Context: an optimization exercise on an open-source flow, tuned for small area, a short achievable clock period and few clock cycles per item. The choices shown serve that exercise and are no tape-out recipe.
Function was checked by simulation only, so behaviour that the tests miss may differ from the original.
Power is estimated from default activity; no workload was simulated.

--- design/flow/design.v ---
module tremcore (
  input             clk,
  input             rst,         
  input             cmd_valid,
  input      [31:0] cmd_data,
  output            cmd_ready,
  output            out_valid,
  input             out_ready,
  output     [31:0] out_data,
  output     [31:0] status,
  output            idle
);
  localparam [31:0] C_ZERO   = 32'h00000000;
  localparam [31:0] C_ONE    = 32'h3F800000;
  localparam [31:0] C_HALF   = 32'h3F000000;
  localparam [31:0] C_SMOOTH = 32'h3DCCCCCD;
  localparam [31:0] FREQ_MIN = 32'h34000000;
  localparam [1:0] UNBUILT = 2'd0, INACTIVE = 2'd1, ACTIVE = 2'd2;
  localparam [2:0] P_HDR = 3'd0, P_W1 = 3'd1, P_W2 = 3'd2, P_W3 = 3'd3,
                   P_SMP = 3'd4, P_DISC = 3'd5;
  localparam [2:0] AD_NONE = 3'd0, AD_A = 3'd1, AD_B = 3'd2, AD_GCUR = 3'd3,
                   AD_FACT = 3'd4, AD_AH = 3'd5, AD_BH = 3'd6, AD_MF = 3'd7;
  localparam [2:0] MD_NONE = 3'd0, MD_A = 3'd1, MD_B = 3'd2, MD_C = 3'd3,
                   MD_OUT = 3'd4;
  localparam [3:0] BU_LAST = 4'd13;
  reg  [1:0]  life;
  reg         mode_sel;
  reg         cfg_err, seq_err, ill_cmd;
  reg  [7:0]  tmask;           
  reg  [23:0] sr_m;            
  reg  signed [11:0] sr_e;     
  reg  [31:0] ph, pinc, gcur, gtgt, fact, ftgt;
  reg  [31:0] a_r, b_r;        
  reg  [31:0] q0, q1;
  reg         q0v, q1v;
  reg         rdy_r;
  reg         exp_hdr, lock;
  reg  [1:0]  opl;
  reg  [23:0] nsl;
  wire        take = cmd_valid & rdy_r;
  assign cmd_ready = rdy_r;
  wire [3:0]  c_op  = cmd_data[31:28];
  wire        c_ill = (c_op == 4'h0) || c_op[3] || (cmd_data[27:24] != 4'h0) ||
                      ((c_op != 4'h1) && (c_op != 4'h5) && (cmd_data[23:0] != 24'd0));
  reg  [1:0]  c_nops;
  always @* begin
    case (c_op[2:0])
      3'd1:    c_nops = 2'd1;
      3'd2, 3'd3, 3'd4: c_nops = 2'd2;
      3'd5:    c_nops = 2'd3;
      default: c_nops = 2'd0;
    endcase
  end
  wire        pop;             
  reg         lock_n, exp_hdr_n;
  reg  [1:0]  opl_n;
  reg  [23:0] nsl_n;
  reg         q0v_n, q1v_n;
  always @* begin
    lock_n    = lock | (take & exp_hdr & c_ill);
    exp_hdr_n = exp_hdr;
    opl_n     = opl;
    nsl_n     = nsl;
    if (take) begin
      if (exp_hdr) begin
        opl_n     = c_nops;
        nsl_n     = (c_op == 4'h5) ? cmd_data[23:0] : 24'd0;
        exp_hdr_n = (c_nops == 2'd0);
      end else if (opl != 2'd0) begin
        opl_n     = opl - 2'd1;
        exp_hdr_n = (opl == 2'd1) && (nsl == 24'd0);
      end else begin
        nsl_n     = nsl - 24'd1;
        exp_hdr_n = (nsl == 24'd1);
      end
    end
    q0v_n = q0v;
    q1v_n = q1v;
    case ({pop, take})
      2'b10: begin q0v_n = q1v;  q1v_n = 1'b0; end
      2'b01: begin q0v_n = 1'b1; q1v_n = q0v;  end
      2'b11: begin q0v_n = 1'b1; q1v_n = q1v;  end
      default: ;
    endcase
  end
  always @(posedge clk) begin
    if (pop & q1v)        q0 <= q1;
    else if (!q0v | pop)  q0 <= cmd_data;
    if ((q0v & ~pop & ~q1v) | (pop & q1v)) q1 <= cmd_data;
    if (rst) begin
      q0v <= 1'b0; q1v <= 1'b0;
      rdy_r <= 1'b1;
      exp_hdr <= 1'b1; lock <= 1'b0;
      opl <= 2'd0; nsl <= 24'd0;
    end else begin
      q0v <= q0v_n; q1v <= q1v_n;
      lock <= lock_n;
      rdy_r <= ~lock_n & ~(q0v_n & q1v_n);
      exp_hdr <= exp_hdr_n; opl <= opl_n; nsl <= nsl_n;
    end
  end
  wire [3:0]  h_op  = q0[31:28];
  wire [23:0] h_n   = q0[23:0];
  wire        h_ill = (h_op == 4'h0) || h_op[3] || (q0[27:24] != 4'h0) ||
                      ((h_op != 4'h1) && (h_op != 4'h5) && (h_n != 24'd0));
  wire        m_nan   = (q0[30:23] == 8'hFF) && (q0[22:0] != 0);
  wire        m_sel   = m_nan ? 1'b1 :
                        q0[31] ? 1'b0 :
                        (q0[30:0] < C_HALF[30:0]) ? 1'b0 : 1'b1;
  wire        g_nan   = (q0[30:23] == 8'hFF) && (q0[22:0] != 0);
  wire [31:0] g_clamp = q0[31] ? C_ZERO :
                        (q0[30:0] > C_ONE[30:0]) ? C_ONE : q0;
  wire        f_fin   = (q0[30:23] != 8'hFF);
  wire        f_low   = q0[31] || (q0[30:0] < FREQ_MIN[30:0]);
  wire [31:0] f_san   = f_low ? FREQ_MIN : q0;
  wire        sr_ok   = ~q0[31] && (q0[30:23] != 8'hFF) && (q0[30:0] != 31'd0);
  wire [23:0] sr_m0   = {q0[30:23] != 8'd0, q0[22:0]};
  wire [4:0]  sr_lz;
  tc_lzc32 u_srlz (.x({sr_m0, 8'hFF}), .n(sr_lz));
  reg         hn_ok;
  reg  [7:0]  hn_mask;
  always @* begin
    hn_ok = 1'b1;
    case (h_n)
      24'd1:   hn_mask = 8'h00;
      24'd2:   hn_mask = 8'h80;
      24'd4:   hn_mask = 8'hC0;
      24'd8:   hn_mask = 8'hE0;
      24'd16:  hn_mask = 8'hF0;
      24'd32:  hn_mask = 8'hF8;
      24'd64:  hn_mask = 8'hFC;
      24'd128: hn_mask = 8'hFE;
      24'd256: hn_mask = 8'hFF;
      default: begin hn_mask = 8'hFF; hn_ok = 1'b0; end
    endcase
  end
  reg  [31:0] add_a, add_b, mul_a, mul_b;
  reg  [2:0]  add_d, mul_d;       
  reg  [2:0]  add_d1, mul_d1;     
  reg  [2:0]  add_dr, mul_dr;     
  wire [31:0] add_y, mul_y;
  tc_fadd3 u_add (.clk(clk), .a(add_a), .b(add_b), .y(add_y));
  tc_fmul3 u_mul (.clk(clk), .a(mul_a), .b(mul_b), .y(mul_y));
  wire        div_busy, div_busy_n, div_done;
  wire [31:0] div_q;
  reg         div_start;
  tc_fdiv_srt u_div (.clk(clk), .rst(rst), .start(div_start), .a(fact), .mb(sr_m), .eb(sr_e),
                     .busy(div_busy), .busy_n(div_busy_n), .done(div_done), .q(div_q));
  wire        pinc_wr = div_done && (div_q[30:23] != 8'hFF);
  function [31:0] halve(input [31:0] v);
    halve = (v[30:0] == 31'd0) ? v : {v[31], v[30:23] - 8'd1, v[22:0]};
  endfunction
  reg  [2:0]  ps, ps_n;
  reg  [2:0]  op_r;
  reg         refused;
  reg         n_ok;
  reg  [7:0]  n_mask;
  reg  [23:0] gen_left;        
  reg  [31:0] xq0, xq1;        
  reg  [1:0]  xq_cnt;
  reg         sgen;            
  reg         bgen;            
  reg  [23:0] x_left;          
  reg         is_blk;          
  reg         msel_pkt;
  reg         bu_act;
  reg  [3:0]  bu_st;
  reg         bu_div;
  reg         ph_pend;         
  reg  [2:0]  ph_st;           
  reg  [26:0] qal;             
  reg         cval;            
  reg  [27:0] pss_r;
  reg  [7:0]  pse_r;
  reg         gv1;
  reg  [31:0] w_r;
  reg  [31:0] c_r;
  reg         cv;
  reg  [31:0] mff0, mff1, mff2, mff3;    
  reg  [2:0]  mf_cnt, mf_res;
  reg  [31:0] oh, of0, of1, of2;
  reg         ohv;
  reg  [1:0]  of_wp, of_rp;
  reg  [1:0]  of_cnt;
  reg  [2:0]  out_res;
  reg         idle_r;
  wire        allowed_life = (h_op == 4'h1) ? (life == UNBUILT) :
                             ((h_op == 4'h2) || (h_op == 4'h7)) ? (life != UNBUILT) :
                             (life == ACTIVE);
  wire        hdr_wait = ((h_op == 4'h1) || (h_op == 4'h2) || (h_op == 4'h3) || (h_op == 4'h5)) &&
                         (bu_act || div_busy || (ph_st != 3'd0) || sgen || bgen ||
                          (sin_if != 3'd0) || (mf_cnt != mf_res));
  wire        bu_go  = (ps == P_W2) && q0v && !refused && (op_r != 3'd4);
  wire        bu_ab  = (op_r == 3'd2);
  wire [3:0]  bu_cur = bu_go ? (bu_ab ? 4'd10 : 4'd0) : bu_st;
  wire [31:0] ftgt_w2 = f_fin ? f_san : ftgt;
  wire        bu_on  = bu_go | bu_act;
  wire        ab_ok  = !bu_on;
  wire        pinc_ok = !div_busy && !bu_on;
  wire [7:0]  ph_e  = ph[30:23];
  wire [7:0]  ph_t  = {1'b1, ph[22:16]} >> (3'd6 - ph_e[2:0]);
  wire [7:0]  a256  = ((ph_e < 8'd119) ? 8'd0 : ph_t) & tmask;
  wire        w_pos0 = ~a256[7] & (a256[6:0] != 7'd0);
  wire [31:0] rom_w;
  tc_sine_rom u_rom (.a(a256), .y(rom_w));
  wire [27:0] f_sum = {2'b01, ph[22:0], 3'b000} + {1'b0, qal};
  wire        f_inc = f_sum[2] & (f_sum[1] | f_sum[0] | f_sum[3]);
  wire [24:0] f_mr  = {1'b0, f_sum[26:3]} + {24'd0, f_inc};
  wire        f_ok  = cval && !f_sum[27] && !f_mr[24];
  wire [27:0] g_sum;
  wire [7:0]  g_eb;
  tc_phsum   u_phs (.p(ph), .q(pinc), .sum(g_sum), .eb(g_eb));
  wire [31:0] g_s;
  tc_phround u_phr (.sum(pss_r), .eb(pse_r), .y(g_s));
  wire [31:0] ph_frac;
  tc_frac    u_fr (.s(ph), .y(ph_frac));
  wire [7:0]  pq_e  = (pinc[30:23] == 8'd0) ? 8'd1 : pinc[30:23];
  wire [26:0] qal_n;
  tc_align   u_qal (.m({pinc[30:23] != 8'd0, pinc[22:0]}), .d(ph_e - pq_e), .y(qal_n));
  reg  [2:0]  sin_if;          
  wire        g0_go = (bgen || sgen) && (gen_left != 24'd0) && ab_ok && !ph_pend &&
                      (!msel_pkt || (sin_if == 3'd0)) &&
                      (ph_st == 3'd0) && (mf_res < 3'd4);
  wire        ph_adv = pinc_ok && (ph_st == 3'd0) && (g0_go || ph_pend);
  wire        xq_ne = (xq_cnt != 2'd0);
  wire        x_av  = xq_ne;
  wire [31:0] mf_head = mff0;
  wire        mf_w    = (add_dr == AD_MF);
  wire [2:0]  mf_wi;                           
  wire        y_go  = x_av && (mf_cnt != 3'd0) && !gv1 &&
                      !(bu_on && ((bu_cur == 4'd3) || (bu_cur == 4'd4))) &&
                      (out_res < 3'd4);
  assign      mf_wi = mf_cnt - {2'd0, y_go};
  wire [31:0] x_op  = xq0;
  wire        xb_go = (ps == P_SMP) && q0v && ((xq_cnt != 2'd2) || y_go);
  always @* begin
    add_a = a_r; add_b = c_r; add_d = AD_NONE;
    mul_a = x_op; mul_b = mf_head; mul_d = MD_NONE;
    div_start = 1'b0;
    if (bu_on) begin
      case (bu_cur)
        4'd0:  begin add_a = ftgt_w2; add_b = {~fact[31], fact[30:0]}; add_d = AD_B; end
        4'd1:  begin add_a = gtgt;  add_b = {~gcur[31], gcur[30:0]}; add_d = AD_A; end
        4'd3:  begin mul_a = C_SMOOTH; mul_b = b_r; mul_d = MD_B; end
        4'd4:  begin mul_a = C_SMOOTH; mul_b = a_r; mul_d = MD_A; end
        4'd6:  begin add_a = fact;  add_b = b_r; add_d = AD_FACT; end
        4'd7:  begin add_a = gcur;  add_b = a_r; add_d = AD_GCUR; end
        4'd9:  div_start = bu_div;
        4'd10: begin add_a = C_ONE; add_b = gcur; add_d = AD_AH; end
        4'd11: begin add_a = C_ONE; add_b = {~gcur[31], gcur[30:0]}; add_d = AD_BH; end
        default: ;
      endcase
    end else begin
      if (cv) begin
        add_a = a_r; add_b = c_r; add_d = AD_MF;
      end else if (g0_go && msel_pkt) begin
        add_a = a_r; add_b = {w_pos0 ? b_r[31] : ~b_r[31], b_r[30:0]}; add_d = AD_MF;
      end
      if (gv1) begin
        mul_a = b_r; mul_b = w_r; mul_d = MD_C;
      end
    end
    if (y_go) mul_d = MD_OUT;    
  end
  wire        hdr_go = (ps == P_HDR) && q0v && !hdr_wait;
  wire        w1_go  = (ps == P_W1) && q0v && ((op_r != 3'd4) || refused || (xq_cnt != 2'd2));
  wire        w2_go  = (ps == P_W2) && q0v && ((op_r != 3'd4) || refused || (!sgen && !bgen));
  wire        xq_push = (w1_go && (op_r == 3'd4) && !refused) || xb_go;
  wire        bgen_set = w3_go && !refused && (x_left != 24'd0);
  wire        sgen_set = w2_go && (op_r == 3'd4) && !refused;
  wire        w3_go  = (ps == P_W3) && q0v;
  assign pop = hdr_go || w1_go || w2_go || w3_go || ((ps == P_DISC) && q0v) || xb_go;
  always @* begin
    ps_n = ps;
    case (ps)
      P_HDR:  if (hdr_go && !h_ill && (h_op != 4'h6) && (h_op != 4'h7)) ps_n = P_W1;
      P_W1:   if (w1_go) ps_n = (op_r == 3'd1) ? P_HDR : P_W2;
      P_W2:   if (w2_go) ps_n = (op_r == 3'd5) ? P_W3 : P_HDR;
      P_W3:   if (q0v) ps_n = (x_left == 24'd0) ? P_HDR : refused ? P_DISC : P_SMP;
      P_SMP:  if (xb_go && (x_left == 24'd1)) ps_n = P_HDR;
      P_DISC: if (q0v && (x_left == 24'd1)) ps_n = P_HDR;
      default: ps_n = P_HDR;
    endcase
  end
  reg  [2:0]  ph_st_n;
  always @* begin
    ph_st_n = ph_st;
    case (ph_st)
      3'd0: if (ph_adv && !f_ok) ph_st_n = 3'd1;
            else if (pinc_wr) ph_st_n = 3'd4;
      3'd1: ph_st_n = 3'd2;
      3'd2: ph_st_n = (g_s[30:23] >= 8'd127) ? 3'd3 : 3'd4;
      3'd3: ph_st_n = 3'd4;
      default: ph_st_n = 3'd0;
    endcase
    if (w2_go && (op_r == 3'd2) && !refused) ph_st_n = 3'd0;
  end
  wire        opop  = ohv & out_ready;
  wire        oins  = (mul_dr == MD_OUT);
  wire        hload = ~ohv | out_ready;
  wire        of_ne = (of_cnt != 2'd0);
  wire        of_st = oins & ~(hload & ~of_ne);    
  reg  [31:0] of_head;
  always @* begin
    case (of_rp)
      2'd0: of_head = of0;
      2'd1: of_head = of1;
      default: of_head = of2;
    endcase
  end
  wire [2:0]  out_res_n = out_res + {2'd0, y_go} - {2'd0, opop};
  wire        bu_act_n  = bu_go | (bu_act & (bu_st != BU_LAST));
  wire [1:0]  xq_cnt_n  = xq_cnt + {1'b0, xq_push} - {1'b0, y_go && xq_ne};
  wire        sgen_n    = sgen_set | (sgen & !g0_go);
  wire        bgen_n    = bgen_set | (bgen & !(g0_go && (gen_left == 24'd1)));
  wire [2:0]  mf_res_n  = mf_res + {2'd0, g0_go} - {2'd0, y_go};
  wire        out_zero_n = (out_res == 3'd0) || ((out_res == 3'd1) && opop);
  wire        ph_idle_n  = ((ph_st == 3'd0) && !ph_adv && !pinc_wr) || (ph_st == 3'd4);
  wire        idle_n    = (ps_n == P_HDR) && (ps != P_SMP) && !(q0v & !(pop & !q1v)) && !take &&
                          (exp_hdr | lock) && !bu_act_n && !(bgen | sgen | sgen_set) &&
                          (mf_res == 3'd0) && (xq_cnt == 2'd0) && !div_busy_n && out_zero_n &&
                          ph_idle_n;
  always @(posedge clk) begin
    if (add_dr == AD_A) a_r <= add_y;
    if (mul_dr == MD_A) a_r <= mul_y;
    if (add_dr == AD_AH) a_r <= halve(add_y);
    if (add_dr == AD_B) b_r <= add_y;
    if (mul_dr == MD_B) b_r <= mul_y;
    if (add_dr == AD_BH) b_r <= halve(add_y);
    if (add_dr == AD_GCUR) gcur <= add_y;
    if (add_dr == AD_FACT) fact <= add_y;
    if (mul_dr == MD_C) c_r <= mul_y;
    if (y_go) begin
      mff0 <= (mf_w && mf_wi == 3'd0) ? add_y : mff1;
      mff1 <= (mf_w && mf_wi == 3'd1) ? add_y : mff2;
      mff2 <= (mf_w && mf_wi == 3'd2) ? add_y : mff3;
      if (mf_w && mf_wi == 3'd3) mff3 <= add_y;
    end else if (mf_w) begin
      if (mf_wi == 3'd0) mff0 <= add_y;
      if (mf_wi == 3'd1) mff1 <= add_y;
      if (mf_wi == 3'd2) mff2 <= add_y;
      if (mf_wi == 3'd3) mff3 <= add_y;
    end
    if (pinc_wr) pinc <= div_q;
    if (g0_go) w_r <= rom_w;
    if (ph_st == 3'd0) begin
      if (ph_adv && f_ok) ph <= {1'b0, ph[30:23], f_mr[22:0]};
    end else if (ph_st == 3'd2) begin
      ph <= g_s;
    end else if (ph_st == 3'd3) begin
      ph <= ph_frac;
    end
    pss_r <= g_sum;
    pse_r <= g_eb;
    if (ph_st == 3'd4) qal <= qal_n;
    if (oins) begin
      case (of_wp)
        2'd0: of0 <= mul_y;
        2'd1: of1 <= mul_y;
        default: of2 <= mul_y;
      endcase
    end
    if (hload) oh <= of_ne ? of_head : mul_y;
    if (hdr_go) begin
      op_r    <= h_op[2:0];
      refused <= !allowed_life;
      n_ok    <= hn_ok;
      n_mask  <= hn_mask;
    end
    if (w1_go) begin
      case (op_r)
        3'd1: if (!refused && n_ok && sr_ok) begin
          tmask <= n_mask;
          sr_m  <= sr_m0 << sr_lz;
          sr_e  <= $signed({4'd0, (q0[30:23] == 8'd0) ? 8'd1 : q0[30:23]}) -
                   $signed({7'd0, sr_lz});
        end
        3'd2: if (!refused) begin
          gcur <= g_nan ? C_ONE : g_clamp;
          gtgt <= g_nan ? C_ONE : g_clamp;
        end
        3'd4: ;
        default: if (!refused && !g_nan) gtgt <= g_clamp;
      endcase
    end
    if (w2_go) begin
      case (op_r)
        3'd2: if (!refused) begin
          fact <= f_fin ? f_san : FREQ_MIN;
          ftgt <= f_fin ? f_san : FREQ_MIN;
          ph   <= C_ZERO;
          pinc <= C_ZERO;
        end
        3'd4: if (!refused) msel_pkt <= m_sel;
        default: if (!refused && f_fin) ftgt <= f_san;
      endcase
    end
    if (w3_go) msel_pkt <= m_sel;
    if (y_go && xq_ne) begin
      xq0 <= (xq_cnt == 2'd2) ? xq1 : q0;
      xq1 <= q0;
    end else begin
      if (xq_cnt == 2'd0) xq0 <= q0;
      if (xq_cnt == 2'd1) xq1 <= q0;
    end
    if (rst) begin
      ps <= P_HDR;
      life <= UNBUILT;
      mode_sel <= 1'b0;
      cfg_err <= 1'b0; seq_err <= 1'b0; ill_cmd <= 1'b0;
      bu_act <= 1'b0; bu_st <= 4'd0; bu_div <= 1'b0;
      add_d1 <= AD_NONE; mul_d1 <= MD_NONE;
      add_dr <= AD_NONE; mul_dr <= MD_NONE;
      ph_pend <= 1'b0; ph_st <= 3'd0; cval <= 1'b0;
      gv1 <= 1'b0; cv <= 1'b0; sin_if <= 3'd0;
      mf_cnt <= 3'd0; mf_res <= 3'd0;
      ohv <= 1'b0; of_wp <= 2'd0; of_rp <= 2'd0; of_cnt <= 2'd0; out_res <= 3'd0;
      xq_cnt <= 2'd0; sgen <= 1'b0; bgen <= 1'b0; is_blk <= 1'b0; gen_left <= 24'd0;
      x_left <= 24'd0;
      idle_r <= 1'b1;
    end else begin
      ps <= ps_n;
      idle_r <= idle_n;
      add_d1 <= add_d; add_dr <= add_d1;
      mul_d1 <= mul_d; mul_dr <= mul_d1;
      bu_act <= bu_act_n;
      if (bu_go) begin
        bu_st  <= bu_ab ? 4'd11 : 4'd1;
        bu_div <= !bu_ab;
      end else if (bu_act) begin
        bu_st <= bu_st + 4'd1;
      end
      ph_st <= ph_st_n;
      if (ph_adv)     ph_pend <= 1'b0;
      else if (g0_go) ph_pend <= 1'b1;
      if (ph_st == 3'd4) cval <= (ph_e != 8'd0) && (ph_e >= pq_e);
      if (pinc_wr) cval <= 1'b0;
      if (w2_go && (op_r == 3'd2) && !refused) cval <= 1'b0;
      gv1 <= g0_go && !msel_pkt;
      cv  <= (mul_dr == MD_C);
      sin_if <= sin_if + {2'd0, g0_go && !msel_pkt} - {2'd0, cv};
      if (g0_go) gen_left <= gen_left - 24'd1;
      mf_cnt <= mf_cnt + {2'd0, add_dr == AD_MF} - {2'd0, y_go};
      mf_res <= mf_res + {2'd0, g0_go} - {2'd0, y_go};
      xq_cnt <= xq_cnt + {1'b0, xq_push} - {1'b0, y_go && xq_ne};
      if (sgen_set)   sgen <= 1'b1;
      else if (g0_go) sgen <= 1'b0;
      bgen <= bgen_n;
      if (xb_go) x_left <= x_left - 24'd1;
      out_res <= out_res_n;
      if (of_st) of_wp <= (of_wp == 2'd2) ? 2'd0 : of_wp + 2'd1;
      if (hload & of_ne) of_rp <= (of_rp == 2'd2) ? 2'd0 : of_rp + 2'd1;
      of_cnt <= of_cnt + {1'b0, of_st} - {1'b0, hload & of_ne};
      if (hload) ohv <= of_ne | oins;
      case (ps)
        P_HDR: if (hdr_go) begin
          if (h_op == 4'h5) begin
            gen_left <= h_n;
            x_left   <= h_n;
          end
          if (h_ill) begin
            ill_cmd <= 1'b1;
          end else if (h_op == 4'h6) begin
            if (allowed_life) life <= INACTIVE;
            else              seq_err <= 1'b1;
          end else if (h_op == 4'h7) begin
            if (allowed_life) life <= UNBUILT;
            else              seq_err <= 1'b1;
          end else begin
            if (!allowed_life) seq_err <= 1'b1;
          end
        end
        P_W1: if (q0v) begin
          if ((op_r == 3'd1) && !refused) begin
            if (n_ok && sr_ok) life <= INACTIVE;
            else               cfg_err <= 1'b1;
          end
        end
        P_W2: if (w2_go) begin
          if ((op_r == 3'd2) && !refused) begin
            mode_sel <= 1'b0;
            life <= ACTIVE;
          end
          if ((op_r == 3'd4) && !refused) begin
            mode_sel <= m_sel;
            gen_left <= 24'd1;
          end
        end
        P_W3: if (q0v) begin
          if ((x_left != 24'd0) && !refused) begin
            mode_sel <= m_sel;
            is_blk   <= 1'b1;
          end
        end
        P_DISC: if (q0v) x_left <= x_left - 24'd1;
        default: ;
      endcase
    end
  end
  assign out_valid = ohv;
  assign out_data  = oh;
  assign status    = {25'd0, ill_cmd, seq_err, cfg_err, 1'b0, mode_sel, life};
  assign idle      = idle_r;
endmodule
module tc_lzc8 (
  input      [7:0] x,
  output reg [3:0] n
);
  always @* begin
    casez (x)
      8'b1???????: n = 4'd0;
      8'b01??????: n = 4'd1;
      8'b001?????: n = 4'd2;
      8'b0001????: n = 4'd3;
      8'b00001???: n = 4'd4;
      8'b000001??: n = 4'd5;
      8'b0000001?: n = 4'd6;
      8'b00000001: n = 4'd7;
      default:     n = 4'd8;
    endcase
  end
endmodule
module tc_lzc32 (
  input  [31:0] x,
  output [4:0]  n
);
  wire [3:0] n3, n2, n1, n0;
  tc_lzc8 u3 (.x(x[31:24]), .n(n3));
  tc_lzc8 u2 (.x(x[23:16]), .n(n2));
  tc_lzc8 u1 (.x(x[15:8]),  .n(n1));
  tc_lzc8 u0 (.x(x[7:0]),   .n(n0));
  assign n = !n3[3] ? {2'd0, n3[2:0]} :
             !n2[3] ? {2'd1, n2[2:0]} :
             !n1[3] ? {2'd2, n1[2:0]} :
                      {2'd3, n0[2:0]};
endmodule
module tc_lzc48 (
  input  [47:0] x,
  output [5:0]  n
);
  wire [3:0] n5, n4, n3, n2, n1, n0;
  tc_lzc8 u5 (.x(x[47:40]), .n(n5));
  tc_lzc8 u4 (.x(x[39:32]), .n(n4));
  tc_lzc8 u3 (.x(x[31:24]), .n(n3));
  tc_lzc8 u2 (.x(x[23:16]), .n(n2));
  tc_lzc8 u1 (.x(x[15:8]),  .n(n1));
  tc_lzc8 u0 (.x(x[7:0]),   .n(n0));
  assign n = !n5[3] ? {3'd0, n5[2:0]} :
             !n4[3] ? {3'd1, n4[2:0]} :
             !n3[3] ? {3'd2, n3[2:0]} :
             !n2[3] ? {3'd3, n2[2:0]} :
             !n1[3] ? {3'd4, n1[2:0]} :
                      {3'd5, n0[2:0]};
endmodule
module tc_round_pack (
  input                s,
  input  signed [11:0] e,
  input         [26:0] m,
  output reg    [31:0] y
);
  reg  [11:0] sh;
  reg  [4:0]  sh5;
  reg  [26:0] ms;
  reg         inc;
  reg  [24:0] mr;
  reg         sub;
  always @* begin
    sub = (e < 12'sd1);
    sh  = 12'd1 - e;
    sh5 = sh[4:0];
    if (!sub) begin
      ms = m;
    end else if (sh >= 12'd27) begin
      ms = {26'd0, |m};
    end else begin
      ms = m >> sh5;
      ms[0] = ms[0] | (|(m & ~({27{1'b1}} << sh5)));
    end
    inc = ms[2] & (ms[1] | ms[0] | ms[3]);
    mr  = {1'b0, ms[26:3]} + {24'd0, inc};
    if (sub) begin
      y = {s, 7'd0, mr[23], mr[22:0]};
    end else if (mr[24]) begin
      if (e >= 12'sd254) y = {s, 8'hFF, 23'd0};
      else               y = {s, e[7:0] + 8'd1, 23'd0};
    end else begin
      if (e >= 12'sd255) y = {s, 8'hFF, 23'd0};
      else               y = {s, e[7:0], mr[22:0]};
    end
  end
endmodule
module tc_fmul3 (
  input         clk,
  input  [31:0] a,
  input  [31:0] b,
  output reg [31:0] y
);
  wire        s      = a[31] ^ b[31];
  wire        a_nan  = (a[30:23] == 8'hFF) && (a[22:0] != 0);
  wire        b_nan  = (b[30:23] == 8'hFF) && (b[22:0] != 0);
  wire        a_inf  = (a[30:23] == 8'hFF) && (a[22:0] == 0);
  wire        b_inf  = (b[30:23] == 8'hFF) && (b[22:0] == 0);
  wire        a_zero = (a[30:0] == 0);
  wire        b_zero = (b[30:0] == 0);
  wire [7:0]  ea = (a[30:23] == 8'd0) ? 8'd1 : a[30:23];
  wire [7:0]  eb = (b[30:23] == 8'd0) ? 8'd1 : b[30:23];
  wire [23:0] ma = {a[30:23] != 8'd0, a[22:0]};
  wire [23:0] mb = {b[30:23] != 8'd0, b[22:0]};
  reg  [35:0] pl_r, ph_r;
  reg  signed [11:0] e1_r;
  reg         s1_r;
  reg  [1:0]  k1_r;    
  always @(posedge clk) begin
    pl_r <= ma * mb[11:0];
    ph_r <= ma * mb[23:12];
    e1_r <= $signed({4'd0, ea}) + $signed({4'd0, eb}) - 12'sd126;
    s1_r <= s;
    k1_r <= (a_nan || b_nan || (a_inf && b_zero) || (b_inf && a_zero)) ? 2'd1 :
            (a_inf || b_inf) ? 2'd2 :
            (a_zero || b_zero) ? 2'd3 : 2'd0;
  end
  wire [47:0] p = {12'd0, pl_r} + {ph_r, 12'd0};
  wire [5:0]  lz;
  tc_lzc48 u_lz (.x(p), .n(lz));
  reg  [47:0] p_r;
  reg  [5:0]  lz_r;
  reg  signed [11:0] e_r;
  reg         s_r;
  reg  [1:0]  k_r;
  always @(posedge clk) begin
    p_r  <= p;
    lz_r <= lz;
    e_r  <= e1_r;
    s_r  <= s1_r;
    k_r  <= k1_r;
  end
  wire [47:0] pn = p_r << lz_r;
  wire [26:0] mn = {pn[47:22], |pn[21:0]};
  wire signed [11:0] en = e_r - $signed({6'd0, lz_r});
  wire [31:0] rp;
  tc_round_pack u_rp (.s(s_r), .e(en), .m(mn), .y(rp));
  always @* begin
    case (k_r)
      2'd1:    y = 32'h7FC00000;
      2'd2:    y = {s_r, 8'hFF, 23'd0};
      2'd3:    y = {s_r, 31'd0};
      default: y = rp;
    endcase
  end
endmodule
module tc_fadd3 (
  input         clk,
  input  [31:0] a,
  input  [31:0] b,
  output reg [31:0] y
);
  wire        a_nan = (a[30:23] == 8'hFF) && (a[22:0] != 0);
  wire        b_nan = (b[30:23] == 8'hFF) && (b[22:0] != 0);
  wire        a_inf = (a[30:23] == 8'hFF) && (a[22:0] == 0);
  wire        b_inf = (b[30:23] == 8'hFF) && (b[22:0] == 0);
  wire        swap  = (b[30:0] > a[30:0]);
  wire [7:0]  ea = (a[30:23] == 8'd0) ? 8'd1 : a[30:23];
  wire [7:0]  eb = (b[30:23] == 8'd0) ? 8'd1 : b[30:23];
  wire [23:0] ma = {a[30:23] != 8'd0, a[22:0]};
  wire [23:0] mb = {b[30:23] != 8'd0, b[22:0]};
  wire [7:0]  dab = ea - eb;
  wire [7:0]  dba = eb - ea;
  wire [7:0]  ex = swap ? eb : ea;    
  wire [23:0] mx = swap ? mb : ma;
  wire [23:0] mz = swap ? ma : mb;
  wire [7:0]  d  = swap ? dba : dab;
  wire [4:0]  d5 = d[4:0];
  reg  [26:0] zal;
  always @* begin
    if (d >= 8'd27) begin
      zal = {26'd0, |mz};
    end else begin
      zal = {mz, 3'b000} >> d5;
      zal[0] = zal[0] | (|({mz, 3'b000} & ~({27{1'b1}} << d5)));
    end
  end
  reg  [23:0] mx1_r;
  reg  [26:0] zal_r;
  reg  [7:0]  ex1_r;
  reg         sx1_r, sub1_r, zs1_r, is1_r;
  reg  [1:0]  k1_r;    
  always @(posedge clk) begin
    mx1_r  <= mx;
    zal_r  <= zal;
    ex1_r  <= ex;
    sx1_r  <= swap ? b[31] : a[31];
    sub1_r <= a[31] ^ b[31];
    zs1_r  <= a[31] & b[31];
    is1_r  <= a_inf ? a[31] : b[31];
    k1_r   <= (a_nan || b_nan || (a_inf && b_inf && (a[31] != b[31]))) ? 2'd1 :
              (a_inf || b_inf) ? 2'd2 : 2'd0;
  end
  wire [27:0] sum = sub1_r ? ({1'b0, mx1_r, 3'b000} - {1'b0, zal_r})
                           : ({1'b0, mx1_r, 3'b000} + {1'b0, zal_r});
  wire [4:0]  lz;
  tc_lzc32 u_lz (.x({sum[26:0], 5'd0}), .n(lz));
  reg  [27:0] sum_r;
  reg  [4:0]  lz_r;
  reg  [7:0]  ex_r;
  reg         sx_r, zs_r, is_r;
  reg  [1:0]  k_r;
  always @(posedge clk) begin
    sum_r <= sum;
    lz_r  <= lz;
    ex_r  <= ex1_r;
    sx_r  <= sx1_r;
    zs_r  <= zs1_r;
    is_r  <= is1_r;
    k_r   <= k1_r;
  end
  wire [26:0] sl = sum_r[26:0] << lz_r;
  wire [26:0] mn = sum_r[27] ? {sum_r[27:2], sum_r[1] | sum_r[0]} : sl;
  wire signed [11:0] en = sum_r[27] ? $signed({4'd0, ex_r}) + 12'sd1
                                    : $signed({4'd0, ex_r}) - $signed({7'd0, lz_r});
  wire [31:0] rp;
  tc_round_pack u_rp (.s(sx_r), .e(en), .m(mn), .y(rp));
  always @* begin
    if (k_r == 2'd1)         y = 32'h7FC00000;
    else if (k_r == 2'd2)    y = {is_r, 8'hFF, 23'd0};
    else if (sum_r == 28'd0) y = {zs_r, 31'd0};    
    else                     y = rp;
  end
endmodule
module tc_align (
  input  [23:0] m,
  input  [7:0]  d,
  output reg [26:0] y
);
  wire [4:0] d5 = d[4:0];
  always @* begin
    if (d >= 8'd27) begin
      y = {26'd0, |m};
    end else begin
      y = {m, 3'b000} >> d5;
      y[0] = y[0] | (|({m, 3'b000} & ~({27{1'b1}} << d5)));
    end
  end
endmodule
module tc_phsum (
  input  [31:0] p,
  input  [31:0] q,
  output [27:0] sum,
  output [7:0]  eb
);
  wire [7:0]  epx = (p[30:23] == 8'd0) ? 8'd1 : p[30:23];
  wire [7:0]  eqx = (q[30:23] == 8'd0) ? 8'd1 : q[30:23];
  wire [23:0] mp  = {p[30:23] != 8'd0, p[22:0]};
  wire [23:0] mq  = {q[30:23] != 8'd0, q[22:0]};
  wire [8:0]  dq  = {1'b0, eqx} - {1'b0, epx};
  wire        qb  = ~dq[8];
  wire [23:0] mb  = qb ? mq : mp;
  wire [23:0] ms  = qb ? mp : mq;
  wire [7:0]  d   = qb ? dq[7:0] : (8'd0 - dq[7:0]);
  wire [26:0] zal;
  tc_align u_al (.m(ms), .d(d), .y(zal));
  assign eb  = qb ? eqx : epx;
  assign sum = {1'b0, mb, 3'b000} + {1'b0, zal};
endmodule
module tc_phround (
  input  [27:0] sum,
  input  [7:0]  eb,
  output [31:0] y
);
  wire [26:0] m27 = sum[27] ? {sum[27:2], sum[1] | sum[0]} : sum[26:0];
  wire [7:0]  e1  = sum[27] ? eb + 8'd1 : eb;
  wire        inc = m27[2] & (m27[1] | m27[0] | m27[3]);
  wire [24:0] mr  = {1'b0, m27[26:3]} + {24'd0, inc};
  wire [23:0] M   = mr[24] ? mr[24:1] : mr[23:0];
  wire [7:0]  E   = mr[24] ? e1 + 8'd1 : e1;
  assign y = {1'b0, M[23] ? E : 8'd0, M[22:0]};
endmodule
module tc_frac (
  input  [31:0] s,
  output reg [31:0] y
);
  wire [7:0]  E    = s[30:23];
  wire [23:0] M    = {E != 8'd0, s[22:0]};
  wire [7:0]  kf   = 8'd150 - E;
  wire [23:0] mask = ~({24{1'b1}} << kf[4:0]);
  wire [23:0] fr   = M & mask;
  wire [4:0]  lz;
  tc_lzc32 u_lz (.x({fr, 8'd0}), .n(lz));
  wire [23:0] frs  = fr << lz;
  always @* begin
    if (E < 8'd127)       y = s;
    else if (E >= 8'd150) y = 32'd0;
    else if (fr == 24'd0) y = 32'd0;
    else                  y = {1'b0, E - {3'd0, lz}, frs[22:0]};
  end
endmodule
module tc_fdiv_srt #(parameter K = 4) (
  input             clk,
  input             rst,
  input             start,
  input      [31:0] a,
  input      [23:0] mb,
  input  signed [11:0] eb,
  output            busy,
  output            busy_n,       
  output            done,
  output     [31:0] q
);
  reg  [27:0] ws, wc;
  wire [27:0] dv = {3'd0, mb, 1'b0};
  reg  [27:0] qa, qm;     
  reg  [2:0]  cnt;
  reg  signed [11:0] eq;
  reg         zero;
  reg         run, fin;
  wire [23:0] ma0 = {a[30:23] != 8'd0, a[22:0]};
  wire [7:0]  ea  = (a[30:23] == 8'd0) ? 8'd1 : a[30:23];
  wire [4:0]  lza;
  tc_lzc32 u_lz (.x({ma0, 8'hFF}), .n(lza));
  reg  [27:0] s, c, s2, c2, v, m;
  reg  [27:0] na, nm, ta;
  reg  [3:0]  y;
  reg         dp, dn;
  integer     i;
  always @* begin
    s = ws; c = wc; na = qa; nm = qm;
    for (i = K - 1; i >= 0; i = i - 1) begin
      s2 = {s[26:0], 1'b0};
      c2 = {c[26:0], 1'b0};
      y  = s2[27:24] + c2[27:24];
      dp = ~y[3];                  
      dn = y[3] & (y != 4'b1111);  
      v  = dp ? ~dv : (dn ? dv : 28'd0);
      s  = s2 ^ c2 ^ v;
      m  = (s2 & c2) | (s2 & v) | (c2 & v);
      c  = {m[26:0], dp};
      ta = dn ? {nm[26:0], 1'b1} : {na[26:0], dp};
      nm = dp ? {na[26:0], 1'b0} : {nm[26:0], ~dn};
      na = ta;
    end
  end
  wire [27:0] w    = ws + wc;
  wire        wneg = w[27];
  wire [27:0] quo  = wneg ? qm : qa;
  wire        stk  = wneg ? (w != (28'd0 - dv)) : (w != 28'd0);
  assign busy   = run | fin;
  assign busy_n = run | (start & !busy);
  assign done   = fin;
  always @(posedge clk) begin
    if (rst) begin
      run <= 1'b0;
      fin <= 1'b0;
    end else begin
      fin <= 1'b0;
      if (run) begin
        ws <= s;
        wc <= c;
        qa <= na;
        qm <= nm;
        cnt <= cnt - 3'd1;
        if (cnt == 3'd0) begin
          run <= 1'b0;
          fin <= 1'b1;
        end
      end else if (start && !fin) begin
        ws   <= {4'd0, ma0 << lza};
        wc   <= 28'd0;
        qa   <= 28'd0;
        qm   <= 28'd0;
        cnt  <= 28 / K - 1;
        eq   <= $signed({4'd0, ea}) - $signed({7'd0, lza}) - eb + 12'sd127;
        zero <= (a[30:0] == 31'd0);
        run  <= 1'b1;
      end
    end
  end
  wire [26:0] mn = quo[27] ? {quo[27:2], quo[1] | quo[0] | stk}
                           : {quo[26:1], quo[0] | stk};
  wire signed [11:0] en = quo[27] ? eq : eq - 12'sd1;
  wire [31:0] rp;
  tc_round_pack u_rp (.s(1'b0), .e(en), .m(mn), .y(rp));
  assign q = zero ? 32'd0 : rp;
endmodule
module tc_sine_rom (
  input      [7:0]  a,
  output     [31:0] y
);
  wire [6:0] j  = a[6:0];
  wire [6:0] jj = (j > 7'd64) ? (7'd0 - j) : j;    
  reg  [30:0] m;
  always @* begin
    case (jj)
      7'd0:  m = 31'h00000000;
      7'd1:  m = 31'h3cc90ab0;
      7'd2:  m = 31'h3d48fb30;
      7'd3:  m = 31'h3d96a905;
      7'd4:  m = 31'h3dc8bd36;
      7'd5:  m = 31'h3dfab273;
      7'd6:  m = 31'h3e164083;
      7'd7:  m = 31'h3e2f10a2;
      7'd8:  m = 31'h3e47c5c2;
      7'd9:  m = 31'h3e605c13;
      7'd10: m = 31'h3e78cfcc;
      7'd11: m = 31'h3e888e93;
      7'd12: m = 31'h3e94a031;
      7'd13: m = 31'h3ea09ae5;
      7'd14: m = 31'h3eac7cd4;
      7'd15: m = 31'h3eb8442a;
      7'd16: m = 31'h3ec3ef15;
      7'd17: m = 31'h3ecf7bca;
      7'd18: m = 31'h3edae880;
      7'd19: m = 31'h3ee63375;
      7'd20: m = 31'h3ef15aea;
      7'd21: m = 31'h3efc5d27;
      7'd22: m = 31'h3f039c3d;
      7'd23: m = 31'h3f08f59b;
      7'd24: m = 31'h3f0e39da;
      7'd25: m = 31'h3f13682a;
      7'd26: m = 31'h3f187fc0;
      7'd27: m = 31'h3f1d7fd1;
      7'd28: m = 31'h3f226799;
      7'd29: m = 31'h3f273656;
      7'd30: m = 31'h3f2beb4a;
      7'd31: m = 31'h3f3085bb;
      7'd32: m = 31'h3f3504f3;
      7'd33: m = 31'h3f396842;
      7'd34: m = 31'h3f3daef9;
      7'd35: m = 31'h3f41d870;
      7'd36: m = 31'h3f45e403;
      7'd37: m = 31'h3f49d112;
      7'd38: m = 31'h3f4d9f02;
      7'd39: m = 31'h3f514d3d;
      7'd40: m = 31'h3f54db31;
      7'd41: m = 31'h3f584853;
      7'd42: m = 31'h3f5b941a;
      7'd43: m = 31'h3f5ebe05;
      7'd44: m = 31'h3f61c598;
      7'd45: m = 31'h3f64aa59;
      7'd46: m = 31'h3f676bd8;
      7'd47: m = 31'h3f6a09a7;
      7'd48: m = 31'h3f6c835e;
      7'd49: m = 31'h3f6ed89e;
      7'd50: m = 31'h3f710908;
      7'd51: m = 31'h3f731447;
      7'd52: m = 31'h3f74fa0b;
      7'd53: m = 31'h3f76ba07;
      7'd54: m = 31'h3f7853f8;
      7'd55: m = 31'h3f79c79d;
      7'd56: m = 31'h3f7b14be;
      7'd57: m = 31'h3f7c3b28;
      7'd58: m = 31'h3f7d3aac;
      7'd59: m = 31'h3f7e1324;
      7'd60: m = 31'h3f7ec46d;
      7'd61: m = 31'h3f7f4e6d;
      7'd62: m = 31'h3f7fb10f;
      7'd63: m = 31'h3f7fec43;
      7'd64: m = 31'h3f800000;
      default: m = 31'h00000000;
    endcase
  end
  assign y = {a[7] & (j != 7'd0), m};
endmodule
--- design/flow/constraint.sdc ---
create_clock -name core_clock -period 45.0 [get_ports {clk}]
set_input_delay 9.0000 -clock core_clock [delete_from_list [all_inputs] [get_ports {clk}]]
set_output_delay 9.0000 -clock core_clock [all_outputs]
set_load 0.01 [all_outputs]
--- design/flow/config.mk ---
export PLATFORM = sky130hd
export DESIGN_NAME = tremcore
export DESIGN_NICKNAME = tremcore
export VERILOG_FILES = /design/flow/design.v
export SDC_FILE = /design/flow/constraint.sdc
export NUM_CORES = 4
export LEC_CHECK = 0
export ABC_CLOCK_PERIOD_IN_PS = 10000
export CAP_MARGIN = 20
export CORE_MARGIN = 2
export CORE_UTILIZATION = 40
export PLACE_DENSITY = 0.6
export SLEW_MARGIN = 20
export SYNTH_MEMORY_MAX_BITS = 16384
--- design/flow/standard.sh ---
#!/bin/bash
# synth_recipe.tcl (not shown) runs the flow's synth.tcl, then flattens the netlist and writes it again
# the make line also repeats each setting of config.mk as NAME=value (left out here)
make -C /OpenROAD-flow-scripts/flow DESIGN_CONFIG=/design/flow/config.mk WORK_HOME=/design/flow/orfs CLKGATE_MAP_FILE= SYNTH_SCRIPT=/design/flow/synth_recipe.tcl "${@:-finish}"
--- design/flow/flow/run.sh ---
#!/bin/bash
# The standard layout, with faster port buffers and timing repair that aims
# for more slack than the 45 ns clock needs and may resize cells to other
# footprints (the constraints are unchanged).
set -euo pipefail
bash standard.sh \
  SETUP_SLACK_MARGIN=34.5 \
  TNS_END_PERCENT=100 \
  MATCH_CELL_FOOTPRINT=0 \
  "BUFFER_PORTS_ARGS=-buffer_cell sky130_fd_sc_hd__buf_4" \
  finish > flow_standard.log 2>&1
==> notes.md, run 1 <==
DRC=0; routed len/inst=24.3 um; clock-pin slew on the worst setup and hold paths=0.07 ns; RSZ-0062 raised after global routing=yes; RD Place Congestion=0.971; Worst Path Arrival=1.54 ns; multi-input logic area=77400 um^2; Vias=106432; # IOs=103; clk root buf=clkbuf_16; count of cell types in the netlist=106; 1st-iter DRT viols=13387; first-pass GRT wire length=640 mm; Period Utilization, post-route=0.234; GRT met3 Usage=0.0492; Buf/Inv on CP=1; peak supply drop=0.0602 mV; via-per-instance ratio=6.04; Pins Over Slew Limit=0; commonest non-fill, non-tap cell in the layout=nand2_1; met1 Track Usage GR=0.387; Final Skew=0.0667 ns; Max Cap Viol=0; Finished Core Util=0.441; largest net degree at the start of global routing=84; PD cells=54.0 nW/um^2; Longest Clk Path Bufs=4; CP Class=reg2out; syn_area_per_cell=8.54 um^2; highest-delay cell along the critical path=edfxtp_1; met2 Resource Use GR=0.416; die area=300000 um^2; Mapped Cells=13873; Num CTS Buffers=163; Crit path largest cell delay=0.49 ns; GR Util All Layers=0.275; Fillers=29000; GRT overflow=0; Synth top area share=0.198; CTS Sinks=1348; H-tree depth=4; Worst-Skew Late Latency=0.89 ns; Final setup viols=0; Cell Area, Synth=118000 um^2; commonest non-fill, non-tap cells in the layout=nand2_1, nor2_1, inv_1, a21oi_1, o21ai_0; worst-margin pin slew=1.26 ns; final setup TNS=0 ns; Cell Rows=199; CP endpoint kind=primary output; Worst Path Max Fanout=1; router iterations before antenna repair=10; Yosys reg bits=1348; Leakage=0.0522 uW; share of layout cells above drive strength 1=0.0952; DP HPWL=314 mm; crit path cell chain=buf_6; FFs w/ async S/R, synth=0; post-synthesis sequential area ratio=0.294; slew margin rel.=0.159; Die Y=548 um; top cells by area, synth=edfxtp_1, dfxtp_1, fa_1; minimum clock period=10.54 ns; register area=34800 um^2; vias in the first global route=99543; Syn. warnings=9; status=finished clean; Worst Path Required=36.00 ns; Hold Path Class=reg2reg; synthesis-to-finish area growth=9.61%; cell taking the most area after synthesis=edfxtp_1; Primary FF master, synth=edfxtp_1; CTS tree=done; Final ANT Viol Nets=0; GR peak layer=met2; PortBufs=76; Nets=14669; Peak Freq=94.9 MHz; Detailed Route WL=428 mm; initial antenna violation count=23; Hold Violations, Final=0; Starting Density=0.402; Post-synth EDFFs=780; Top Family by Delay on Critical Path=flip-flops; DIE WIDTH=548 um; CP Launch Type=register; Core Footprint=294000 um^2
## report_power, final
group	total, uW	internal (uW)	leakage [uW]	switching (uW)
clock	1420	839	0.00278	583
combinational	3970	1490	0.0375	2480
sequential	1610	1490	0.0119	125
## cell usage after synthesis (all sizes together), types with 70 or more instances
library cell,count
a21o,114
nor2b,129
mux2i,580
o31ai,81
edfxtp,780
nor3,326
mux4,147
ha,525
nand2,1916
inv,949
a21oi,938
and3,99
clkbuf,766
nor4,138
xor2,180
nand4,87
mux2,188
nor2,1279
fa,556
o21bai,70
o22ai,137
a22oi,90
o21ai,810
buf,168
dfxtp,568
and2,195
xnor2,333
nand3,249
o211ai,86
a31oi,118
or3,98
a211oi,167
nand2b,113
## what timing repair did
item / 4_1_cts / 5_1_grt
setup buffers: 4 / 11
hold buffers: 0 / 0
setup endpoints to repair: 173 / 195
cloned: 2 / 6
pin swaps: 3 / 8
gates resized for setup: 50 / 58
## kinds of logic (layout without fill, tap and decap cells)
kind of cell / after synthesis / after routing / share of synthesized area
flip-flops: 1348 / 1348 / 0.294
other: 1 / 35 / 0.0000317
AO/OA/AOI/OAI: 3280 / 3280 / 0.177
XOR/XNOR: 514 / 514 / 0.0381
adder cells (fa/ha/maj): 1083 / 1083 / 0.150
multiplexers: 915 / 915 / 0.0949
AND/OR/NAND/NOR: 4837 / 4840 / 0.185
buffers and inverters: 1895 / 1679 / 0.0617
## worst paths after layout
kind | startpoint | cells after the start | endpoint | slack, ns
worst min register to register | u_add.k1_r[0] | 0 | u_add.k_r[0] | 0.29
worst min-delay path | u_add.k1_r[0] | 0 | u_add.k_r[0] | 0.29
worst max register to register | u_div.wc[24] | 44 | u_div.qa[18] | 34.95
worst max-delay path | oh[27] | 1 | out_data[27] | 34.46
## flip-flops by register name (all words and copies together) (netlist names), 32 cells and up
signal	flops
u_mul.ph_r	36
c_r	32
u_mul.pl_r	36
of1	32
gcur	32
fact	32
of2	32
of0	32
xq0	32
mff3	32
q1	32
q0	32
u_mul.p_r	48
oh	32
xq1	32
mff0	32
mff2	32
b_r	32
ftgt	32
a_r	32
mff1	32
## routing by layer
layer | routed length (um) | vias up | share of wire
met5 | 52 | - | 0.00012
met4 | 19500 | 8 | 0.046
met1 | 180000 | 51450 | 0.42
met2 | 185000 | 5479 | 0.43
li1 | - | 48554 | -
met3 | 43000 | 941 | 0.10
## area by class of cell
class | count | share of cell area
antenna | 7 | 0.000135
inverter | 961 | 0.0279
multi-input combinational | 10660 | 0.596
sequential | 1348 | 0.268
timing repair buffer | 417 | 0.0258
timing repair inverter | 1 | 0.0000386
clock buffer | 197 | 0.0340
clock inverter | 103 | 0.00991
tap | 3919 | 0.0378
## metrics by stage
stage / std cells / power (uW) / cell area [um^2] / worst slack [ns] / hold WS, ns
3_3_place_gp: 17282 / 5510 / 123000 / 32.54 / 0.310
2_1_floorplan: 13900 / 4370 / 119000 / 33.66 / 0.310
3_5_place_dp: 17283 / 5510 / 123000 / 32.31 / 0.312
5_1_grt: 17607 / 7470 / 130000 / 34.43 / 0.305
6_report: 17613 / 7010 / 130000 / 34.46 / 0.289
4_1_cts: 17589 / 6960 / 129000 / 34.41 / 0.301
Testbench counts, summed over its fixed seeds: cycles 7,238, items 2,905.
==> inputs of run 2 (changes only) <==
--- a/design/flow/config.mk
+++ b/design/flow/config.mk
@@ -7,6 +7,8 @@
 export LEC_CHECK = 0
 export ABC_CLOCK_PERIOD_IN_PS = 10000
 export CAP_MARGIN = 20
+export CELL_PAD_IN_SITES_DETAIL_PLACEMENT = 1
+export CELL_PAD_IN_SITES_GLOBAL_PLACEMENT = 2
 export CORE_MARGIN = 2
 export CORE_UTILIZATION = 40
 export PLACE_DENSITY = 0.6
==> run 2 against run 1 <==
  * Power is 4.0% higher
  * Register-to-register slack worse by 0.02 ns
  * First-iteration DRC count is 22% lower
  * Still clean on timing, DRC and antenna
  * Global-route usage is 5.6 points higher
  * Largest power group unchanged
  * Flip-flop and latch count stayed put
  * Synthesized cell count stayed put
  * Non-clock buffer count is 68 higher
  * Utilization is 0.29 points higher
==> notes.md, run 2 <==
DR top layer=met5; Placed Cells incl. Taps=17343 (+0.35%); Starting Density=0.402 (unchanged); reg2reg start=u_div.ws[24]; DP HPWL=389 mm (+24%); syn_area_per_cell=8.54 um^2 (unchanged); Max Cap Viol=0 (unchanged); Buf/Inv on CP=1 (unchanged); CTS Hold Buffers Added=0 (unchanged); Hold Path Class=reg2reg; DIE WIDTH=548 um (unchanged); biggest registers after layout=u_mul.p_r (48), u_mul.ph_r (36), u_mul.pl_r (36); cell with the most instances after synthesis=nand2_1; GR Util All Layers=0.331 (+0.0557); initial antenna violation count=10 (-57%); Longest Clk Path Bufs=4 (unchanged); Pins Over Slew Limit=0 (unchanged); Detailed Route WL=512 mm (+20%); Cell Rows=199 (unchanged); PortBufs=76 (unchanged); top cells by area, synth=edfxtp_1, dfxtp_1, fa_1; largest net degree at the start of global routing=84 (unchanged); commonest non-fill, non-tap cell in the layout=nand2_1; CP endpoint kind=primary output; Die Y=548 um (unchanged); Num CTS Buffers=170 (+4.3%); Peak Freq=95.9 MHz (+1.1%); vias in the first global route=110909 (+11%); post-synthesis sequential area ratio=0.294 (unchanged); M1 WL=228 mm (+26%); Period Utilization, post-route=0.232 (-0.00246); Most flops, register=u_mul.p_r; commonest non-fill, non-tap cells in the layout=nand2_1, nor2_1, inv_1, a21oi_1, edfxtp_1; Leakage=0.0527 uW (+0.90%); XOR/XNOR Fraction of Synth Area=0.0381 (unchanged); simple-gate share of the synthesized area=0.185 (unchanged); Worst Path Arrival=1.43 ns (-0.11 ns); slew margin rel.=0.168 (+0.00916); 1st-iter DRT viols=10437 (-22%); Cell Area, Synth=118000 um^2 (unchanged); minimum clock period=10.43 ns (-0.111 ns); Mapped Cells=13873 (unchanged); count of cell types in the netlist=106 (unchanged); via-per-instance ratio=6.16 (+2.0%); router iterations before antenna repair=9 (-1); share of layout cells above drive strength 1=0.100 (+0.00507); Post-Synth Adder-Cell Area=0.150 (unchanged); Worst Path Required=36.00 ns (about the same); first-pass GRT wire length=753 mm (+18%); Post-synth EDFFs=780 (unchanged); Core Footprint=294000 um^2 (unchanged); CP Launch Type=register; metal2 WL=224 mm (+21%); Post-synth top cells=nand2_1, nor2_1, inv_1; Yosys reg bits=1348 (unchanged); Hold Crit Start=u_add.ex1_r[4]; Primary FF master, synth=edfxtp_1; CP Launch Point=life[1]; status=finished clean; Top Family by Delay on Critical Path=flip-flops; H-tree depth=4 (unchanged); synthesis-to-finish area growth=10.3%; peak supply drop=0.0682 mV (+13%); highest-delay cell along the critical path=dfxtp_4; CTS tree=done; mux contribution to synthesized area=0.0949 (unchanged); crit path cell chain=buf_4; GRT overflow=0 (unchanged); CTS Sinks=1348 (unchanged); Synth top area share=0.198 (unchanged); # IOs=103 (unchanged); Vias=109031 (+2.4%); worst-margin pin slew=1.24 ns (-0.0186 ns); clk root buf=clkbuf_16; Worst Path Max Fanout=5 (+4); RSZ-0062 raised after global routing=yes; clock-pin slew on the worst setup and hold paths=0.06 ns (about the same); main combinational cell family by area after synthesis=simple AND/OR/NAND/NOR gates; Final Skew=0.0837 ns (+0.0170 ns); Crit path largest cell delay=0.40 ns (-0.09 ns); max reg flops=48 (unchanged); PD cells=55.8 nW/um^2 (+3.3%); Final ANT Viol Nets=0 (unchanged); Overall Power=7290 uW (+4.0%); Syn. warnings=9 (unchanged); Hold Violations, Final=0 (unchanged); metal3 WL=36.3 mm (-15%); DRC=0 (unchanged); routed len/inst=28.9 um (+19%); Cell Count, Final, Fillers Out=17690 (+0.44%); CP Class=reg2out; post-synthesis compound-gate area fraction=0.177 (unchanged); final setup TNS=0 ns (unchanged); FFs w/ async S/R, synth=0 (unchanged); RD Place Congestion=0.946 (-2.5%); die area=300000 um^2 (unchanged); Worst-Skew Late Latency=0.89 ns (about the same); Nets=14741 (+0.49%); cell taking the most area after synthesis=edfxtp_1; Final setup viols=0 (unchanged)
## run 2: cell count changes in the layout (fill, tap and decap cells not counted), moves of 4 or more
cell and delta:
buf_4 +60, o21ai_0 -5, o21ai_2 +5, buf_6 -5, clkinv_4 -6, a21oi_1 -5
clkbuf_16 +15, o31ai_1 -4, clkbuf_1 +11
## run 2: what timing repair did
item                       4_1_cts  5_1_grt
gates cloned                     3        6
gates resized for setup         53       67
setup buffers                    5       12
setup endpoints to repair      178      264
pin swaps                        3        8
## run 2: path summary, 6_finish.rpt
kind / to / slack, ns / depth (start not counted)
worst min register to register: u_add.ex_r[4] / 0.31 / 0
worst min-delay path: u_add.ex_r[4] / 0.31 / 0
worst max-delay path: status[1] / 34.57 / 1
worst max register to register: u_div.qm[20] / 34.93 / 45
## run 2: cell type report
type | count | area [um^2]
fillers | 34346 | 164000
multi-input cells | 10658 | 77400
flip-flops and latches | 1348 | 34800
well taps | 3919 | 4900
clock buffers | 221 | 4760
repair buffers | 485 | 4000
inverters | 961 | 3610
clock inverters | 90 | 1110
diodes | 8 | 20.0
## run 2: worst register-to-register path, delay by kind of cell (launching register included)
kind	cells	cell delay (ns)
xor gates and xnor gates	7	1.24
buffers and inverters	9	1.47
adders and majority gates	7	3.00
AOI/OAI and AO/OA	13	2.18
muxes	1	0.21
DFF	1	0.44
and+or+nand+nor	8	1.26
## run 2: logic make-up (layout without fill, tap and decap cells)
kind of cell,Yosys count,count (layout)
flops,1348,1348
buf+inv,1895,1757
compound gates,3280,3280
fa+ha+maj,1083,1083
mux,915,915
simple gates,4837,4838
other cells,1,36
xor+xnor,514,514
## run 2: layer usage
layer / vias to the layer above / GRT usage
met4: 6 / 0.136
met1: 55665 / 0.464
li1: 48626 / -
met2: 3985 / 0.508
met3: 749 / 0.0501
met5: - / 0
## run 2: where the power goes
group	internal, uW	switching, uW	leakage, uW
sequential	1490	133	0.0119
combinational	1520	2680	0.0379
clock	876	588	0.00287
total	3880	3400	0.0527
## run 2: per-stage QoR
stage           util  instance area, um^2  hold slack (ns)  worst slack, ns
2_1_floorplan      -               119000            0.310            33.66
3_3_place_gp   0.421               124000            0.314            33.32
3_5_place_dp   0.421               124000            0.313            33.16
4_1_cts        0.442               130000            0.317            34.50
5_1_grt        0.444               131000            0.332            34.32
6_report       0.444               131000            0.307            34.57
==> inputs of run 3 (changes only) <==
==> design/flow/run.sh (new file) <==
#!/bin/bash
# synth_recipe.tcl (not shown) runs the flow's synth.tcl, then flattens the netlist and writes it again
# the make line also repeats each setting of config.mk as NAME=value (left out here)
make -C /OpenROAD-flow-scripts/flow DESIGN_CONFIG=/design/flow/config.mk WORK_HOME=/design/flow/orfs CLKGATE_MAP_FILE= SYNTH_SCRIPT=/design/flow/synth_recipe.tcl finish
removed: design/flow/flow/run.sh
removed: design/flow/standard.sh
==> run 3 against run 2 <==
  * Count of clock-buffer cells in the layout fell by 5
  * Utilization decreased by 0.31 points
  * Clock skew increased by 0.023 ns
  * Wire length decreased by 0.79%
  * Global-route usage is 0.15 points lower
  * Clock power decreased by 4%
  * Flip-flop and latch count stayed put
  * Power decreased by 0.66%
  * Sequential share of layout area up 0.18 points
  * Via count down 0.31%
  * Final area down 0.69%
  * Maximum frequency decreased by 17%
  * Largest cell class unchanged
  * Highest routed layer unchanged
==> notes.md, run 3 <==
highest-delay cell along the critical path=nor2b_1; Most flops, register=u_mul.p_r; R2R Setup Slk=32.44 ns (-2.49 ns); GRT overflow=0 (unchanged); commonest non-fill, non-tap cell in the layout=nand2_1; Worst Path Required=45.57 ns (+9.57 ns); Max Cap Viol=0 (unchanged); share of layout cells above drive strength 1=0.0892 (-0.0111); most frequent CP cell=a21oi_1; clock-pin slew on the worst setup and hold paths=0.06 ns (about the same); DP HPWL=388 mm (-0.21%); status=finished clean; Period Utilization, post-route=0.279 (+0.0475); Yosys reg bits=1348 (unchanged); cell taking the most area after synthesis=edfxtp_1; CP Launch Type=register; worst setup margin=32.44 ns (-2.14 ns); router iterations before antenna repair=9 (unchanged); Cell Count, Final, Fillers Out=17661 (-0.16%); Hold Path Class=reg2reg; PostCTS Resize Cnt=0 (-100%); initial antenna violation count=19 (+9); Longest Clk Path Bufs=4 (unchanged); CTS Hold Buffers Added=0 (unchanged); Post-synth top cells=nand2_1, nor2_1, inv_1; CTS Sinks=1348 (unchanged); CP Class=reg2reg; DIE WIDTH=548 um (unchanged); Final setup viols=0 (unchanged); clk root buf=clkbuf_16; met2 Resource Use GR=0.502 (-0.00598); Final Skew=0.107 ns (+0.0230 ns); syn_area_per_cell=8.54 um^2 (unchanged); Worst Path Max Fanout=29 (+24); commonest non-fill, non-tap cells in the layout=nand2_1, nor2_1, inv_1, a21oi_1, o21ai_0; cell with the most instances after synthesis=nand2_1; FFs w/ async S/R, synth=0 (unchanged); Synth top area share=0.198 (unchanged); Vias=108693 (-0.31%); peak supply drop=0.0601 mV (-12%); first-pass GRT wire length=751 mm (-0.31%); Hold Violations, Final=0 (unchanged); Worst-Skew Late Latency=0.93 ns (+0.04 ns); Primary FF master, synth=edfxtp_1; largest net degree at the start of global routing=82 (-2.4%); Mapped Cells=13873 (unchanged); DP Worst Slack=32.41 ns (-0.755 ns); PD cells=55.8 nW/um^2 (about the same); setup bufs post-CTS=0 (-5); via-per-instance ratio=6.15 (-0.15%); Core Footprint=294000 um^2 (unchanged); final setup TNS=0 ns (unchanged); CTS tree=done; GR peak layer=met2; routed len/inst=28.8 um (-0.63%); # IOs=103 (unchanged); Starting Density=0.402 (unchanged); max reg flops=48 (unchanged); Post-synth EDFFs=780 (unchanged); Cell Area, Synth=118000 um^2 (unchanged); count of cell types in the netlist=106 (unchanged); biggest registers after layout=u_mul.p_r (48), u_mul.ph_r (36), u_mul.pl_r (36); RSZ-0062 raised after global routing=no; Cell Rows=199 (unchanged); slew margin rel.=0.140 (-0.0284); Finished Core Util=0.441 (-0.00307); Num CTS Buffers=167 (-1.8%); die area=300000 um^2 (unchanged); Detailed Route WL=508 mm (-0.79%); H-tree depth=4 (unchanged); synthesis-to-finish area growth=9.57%; 1st-iter DRT viols=10265 (-1.6%); worst-margin pin slew=1.28 ns (+0.0386 ns); minimum clock period=12.56 ns (+2.14 ns); Crit path largest cell delay=0.81 ns (+0.41 ns); Final ANT Viol Nets=0 (unchanged); vias in the first global route=110080 (-0.75%); CP endpoint kind=register; Nets=14715 (-0.18%); PortBufs=76 (unchanged); GR Util All Layers=0.329 (-0.00146); Leakage=0.0522 uW (-1.1%); top cells by area, synth=edfxtp_1, dfxtp_1, fa_1; Syn. warnings=9 (unchanged); RD Place Congestion=0.951 (+0.49%); Peak Freq=79.6 MHz (-17%); Die Y=548 um (unchanged); GRT met3 Usage=0.0490 (-0.00109); DRC=0 (unchanged); met1 Track Usage GR=0.470 (+0.00608); Placed Cells incl. Taps=17347 (+0.023%); Worst Path Arrival=13.13 ns (+11.70 ns); post-synthesis sequential area ratio=0.294 (unchanged); Pins Over Slew Limit=0 (unchanged)
## run 3: changes by cell type in the layout (fill, tap and decap cells not counted), sizes merged
cell	change
buf	-86
bufinv	-9
clkinvlp	-1
clkinv	+7
clkbuf	-16
diode	-2
or2	-1
inv	+4
clkdlybuf4s50	+75
## run 3: stage by stage
stage                     power [uW]  hold slack, ns  cell area [um^2]
after global placement          5740           0.314            124000
after floorplan                 4370           0.310            119000
after global routing            7700           0.254            130000
final                           7240           0.239            130000
after CTS                       7230           0.238            130000
after detailed placement        5810           0.313            124000
## run 3: power by group
part,leakage [uW],switching [uW],internal (uW)
Clock,0.00271,590,805
Combinational,0.0375,2700,1520
Sequential,0.0119,132,1490
## run 3: cells by family (layout without fill, tap and decap cells)
logic type               Yosys count  after routing  share of synthesized area
XOR/XNOR                         514            514                     0.0381
multiplexers                     915            915                     0.0949
other                              1             34                  0.0000317
flip-flops                      1348           1348                      0.294
buffers and inverters           1895           1731                     0.0617
adder cells (fa/ha/maj)         1083           1083                      0.150
AND/OR/NAND/NOR                 4837           4837                      0.185
AO/OA/AOI/OAI                   3280           3280                      0.177
## run 3: critical path: cells and delay by family (launching register included)
family / cells / cell delay (ns)
AOI/OAI and AO/OA: 11 / 2.04
and+or+nand+nor: 10 / 3.33
xor gates and xnor gates: 6 / 1.19
adders and majority gates: 8 / 3.12
buffers and inverters: 8 / 1.91
muxes: 1 / 0.25
DFF: 1 / 0.40
## run 3: per-layer routing
| metal | share of wire | wire length [um] | vias up |
|---|---|---|---|
| met2 | 0.43 | 221000 | 3926 |
| li1 | - | - | 48562 |
| met4 | 0.041 | 20900 | 8 |
| met3 | 0.072 | 36500 | 739 |
| met1 | 0.45 | 230000 | 55458 |
| met5 | 0.000096 | 49 | - |
## run 3: path summary, 6_finish.rpt
| path | end | startpoint | cells after the start |
|---|---|---|---|
| setup / recovery | u_div.qa[4] | u_div.wc[23] | 44 |
| hold / removal | u_mul.s_r | u_mul.s1_r | 0 |
| setup reg to reg | u_div.qa[4] | u_div.wc[23] | 44 |
| hold reg to reg | u_mul.s_r | u_mul.s1_r | 0 |
## run 3: cell type report
type                            count  area (um^2)
Antenna cell                        6         15.0
Clock buffer                      216         4610
Clock inverter                     91          966
Fill cell                       34315       165000
Inverter                          961         3610
Multi-Input combinational cell  10657        77200
Sequential cell                  1348        34800
Tap cell                         3919         4900
Timing Repair Buffer              463         3670

re-timing with driven ports:
No port has a modelled driver above. Below, the same layouts with a new extraction and two added sets of constraints.
Step 1 assumes that a clkbuf_16 drives the clock port and a buf_2 every other input.
Step 2, shift: input delay + t, output delay - t, t = (earliest + latest rising clock arrival at the registers) / 2. This alone moves slack from input paths to output paths.
Slacks: no drivers / after step 1 / after step 2; pairs: no drivers / after step 1.
run | shift t [ns] | slack for setup (ns) | cell pins on the clock port's net
run 1 | 0.953 | 34.462 / 34.367 / 33.659 | 1
run 2 | 0.950 | 34.573 / 34.472 / 33.825 | 1
run 3 | 0.967 | 32.436 / 32.436 / 32.436 | 1
After both steps setup and hold are still met in every run listed. The setup slack of run 1, which loses most, moves by -0.095 ns with the drivers and by -0.803 ns with both steps.
